Context: an optimization exercise on an open-source flow, tuned for small area. The choices shown serve that exercise and are no tape-out recipe.
In this exercise RTL edits were held to simulation tests only and were not proved equivalent to the original.
Power and IR drop assume default switching activity.

// ppk_sfe
module ppk_sfe (
    input  wire        clk,
    input  wire        rst,           
    input  wire        cmd_valid,
    output wire        cmd_ready,
    input  wire [2:0]  cmd_op,
    input  wire        cmd_xvalid,
    input  wire [31:0] cmd_x,
    input  wire [31:0] cmd_word,
    output reg         ev_valid,
    output reg  [1:0]  ev_kind,       
    output wire [31:0] ev_cur,
    output wire [7:0]  ev_bits,
    output reg         done,
    output wire [13:0] res_raw_adc,
    output wire [2:0]  res_range,
    output wire [5:0]  res_counter,
    output wire [7:0]  res_digital,
    output wire [15:0] res_adc4,
    output wire [2:0]  res_rangec,
    output wire        res_yvalid,
    output wire [31:0] res_y,
    output wire [31:0] loss_count
);
    localparam [2:0] OP_DEC = 3'd0, OP_FLT = 3'd1, OP_TRK = 3'd2,
                     OP_SMP = 3'd3, OP_RSTL = 3'd4, OP_START = 3'd5;
    localparam [1:0] EV_SAMPLE = 2'd0, EV_PLACEHOLDER = 2'd1, EV_DIAG = 2'd2;
    localparam [3:0] S_IDLE  = 4'd0,  S_RSTW = 4'd1,  S_DISP = 4'd2,
                     S_FAST  = 4'd3,  S_SLOW = 4'd4,  S_YCPY = 4'd5,
                     S_TDEC  = 4'd6,  S_PUSH = 4'd7,  S_LADD = 4'd8,
                     S_RWND  = 4'd9,  S_PH   = 4'd10, S_SCAN = 4'd11,
                     S_XFER  = 4'd12, S_END  = 4'd13;
    reg [4:0] ph;
    reg [3:0] st;
    reg       w2;                  
    wire      ph31 = (ph == 5'd31);
    wire      ph0  = (ph == 5'd0);
    wire      lo8  = (ph[4:3] == 2'd0);
  ...
Size in the first run: about 450 flip-flops, about 230 I/O pins, ~0.014 mm^2 of cells after synthesis.
clock: 11.0 ns
lec_check: 0
cap_margin: 20
core_margin: 2
core_utilization: 40
place_density: 0.6
slew_margin: 20
standard.sh (not shown) runs the stock make flow with config.mk's settings and CLKGATE_MAP_FILE= SYNTH_SCRIPT=/design/flow/synth_recipe.tcl, a recipe that flattens the netlist after the stock synthesis.
==> flow/flow/run.sh <==
#!/bin/bash
set -euo pipefail
export BUFFER_PORTS_ARGS="-buffer_cell sky130_fd_sc_hd__buf_1"
export CTS_ARGS="-sink_clustering_enable -repair_clock_nets -dont_use_dummy_load -buf_list sky130_fd_sc_hd__clkbuf_4 -sink_clustering_size 10 -sink_clustering_max_diameter 50"
bash standard.sh > standard.log 2>&1
Edit:
--- a/flow/design.v
+++ b/flow/design.v
@@ -192,24 +192,14 @@
     end
     wire filt = ((op == OP_FLT) || (op == OP_SMP)) && xv;
     wire trk  = (op == OP_TRK) || (op == OP_SMP);
     assign res_yvalid = filt;
     wire       ph_ev   = (st == S_PH) && (diag || !c_eq);
     wire       j_adv   = (st == S_XFER) ? ph31 : ((st == S_SCAN) && (nem != plen) && !hit);
     wire [1:0] guard_u = gact ? guard_n : guard;
-    wire e_clr = rst || (ph31 && (st == S_TDEC) && synced && c_eq && (plen != 3'd0));
-    wire e_inc = (((st == S_PH) && !diag) || (st == S_RWND)) && !c_eq    
-              || (j_adv && (j == 3'd4))                                  
-              || (ph31 && ((st == S_PUSH) || ((st == S_END) && trk && xv)));
-    always @(posedge clk) begin
-        if (e_clr)
-            E <= 6'd0;
-        else if (e_inc)
-            E <= E + 6'd1;
-    end
     always @(posedge clk) begin
         ph       <= ph + 5'd1;
         done     <= ph31 && ((st == S_END) || (st == S_PUSH));
         ev_valid <= (ph31 && (((st == S_END) && trk) || (st == S_XFER))) || ph_ev;
         ev_kind  <= (st == S_PH) ? (diag ? EV_DIAG : EV_PLACEHOLDER)
                                  : ((st == S_END && !xv) ? EV_PLACEHOLDER : EV_SAMPLE);
         if (st == S_LADD) lc <= lco;    
@@ -223,30 +213,34 @@
             w_adc <= cmd_word[13:0];
             w_rng <= cmd_word[16:14];
             w_ctr <= cmd_word[23:18];
         end
         if (j_adv) begin
             if (j == 3'd4) begin
                 j <= 3'd0;
+                E <= E + 6'd1;
             end else begin
                 j <= j + 3'd1;
             end
         end
         if (!rst && (st == S_PH || st == S_RWND)) begin
             if (st == S_PH && diag)
                 old_lt <= 1'b0;
+            else if (!c_eq)
+                E <= E + 6'd1;
         end
         if (rst) begin
             st     <= S_RSTW;
             ph     <= 5'd0;
             finit  <= 1'b0;
             guard  <= 2'd0;
             synced <= 1'b0;
             plen   <= 3'd0;
             nem    <= 3'd0;
+            E      <= 6'd0;
             done     <= 1'b0;
             ev_valid <= 1'b0;
         end else if (ph31) begin
             case (st)
             S_IDLE: begin
                 if (cmd_valid) st <= S_DISP;
             end
@@ -292,14 +286,15 @@
                 if (!synced) begin
                     st <= S_RWND;
                 end else if (c_eq) begin
                     j <= 3'd0;
                     if (plen == 3'd0) begin
                         st <= S_END;
                     end else begin
+                        E  <= 6'd0;
                         st <= S_SCAN;
                     end
                 end else if (plen != 3'd5) begin
                     st <= S_PUSH;
                 end else begin
                     st <= S_LADD;
                 end
@@ -309,14 +304,15 @@
                 3'd0: PT0 <= key;
                 3'd1: PT1 <= key;
                 3'd2: PT2 <= key;
                 3'd3: PT3 <= key;
                 default: PT4 <= key;
                 endcase
                 plen <= plen + 3'd1;
+                E    <= E + 6'd1;
                 st   <= S_IDLE;
             end
             S_LADD: st <= S_PH;
             S_PH, S_RWND: begin
                 if ((st == S_RWND || !diag) && c_eq) begin
                     plen   <= 3'd0;
                     synced <= 1'b1;
@@ -332,14 +328,15 @@
             end
             S_XFER: begin
                 if (first) k1 <= j;
                 nem <= nem + 3'd1;
                 st  <= S_SCAN;
             end
             S_END: begin
+                if (trk && xv) E <= E + 6'd1;
                 nem <= 3'd0;
                 st  <= S_IDLE;
             end
             default: st <= S_IDLE;
             endcase
         end
     end
The changed run produced a clean layout.
Global-route usage rises by 0.46 points.
Hold slack degrades by 0.081 ns.
Cell count is higher by 1.8%.
Wire length climbs by 2.1%.
Worst setup slack gains 0.32 ns.
Synthesized area goes up by 0.43%.
Sequential power hardly moves.
Total power went up by 1.1%.
Utilization went up by 0.23 points.
Die area came out higher by 0.42%.
Design area rose by 0.77%.
Sequential share of layout area fell by 0.49 points.
Register-to-register slack improved by 0.32 ns.

-- port drivers added, routing unchanged --
Ports are ideal in the flow. The routed layouts listed here were re-timed in OpenROAD. Step 1 (the two cells are an assumption about what drives the block):
set clk [get_ports {clk}]
set_driving_cell -lib_cell sky130_fd_sc_hd__clkbuf_16 $clk
set_driving_cell -lib_cell sky130_fd_sc_hd__buf_2 [delete_from_list [all_inputs] $clk]
Step 2, shift: input delay + t, output delay - t, t = (earliest + latest rising clock arrival at the registers) / 2. This alone moves slack from input paths to output paths. a / b / c = ideal ports / drivers / drivers and shift; a / b = the first two.
run	t (ns)	setup slack, ns	clock arrival spread, ns	worst data-port slew with drivers (ns)	pins driven straight from the clock port
the first run	0.703	5.121 / 5.121 / 5.121	0.053 / 0.053	0.07	1
the second run	0.803	5.442 / 5.442 / 5.442	0.152 / 0.152	0.07	1
After both steps setup and hold are still met in every run listed.
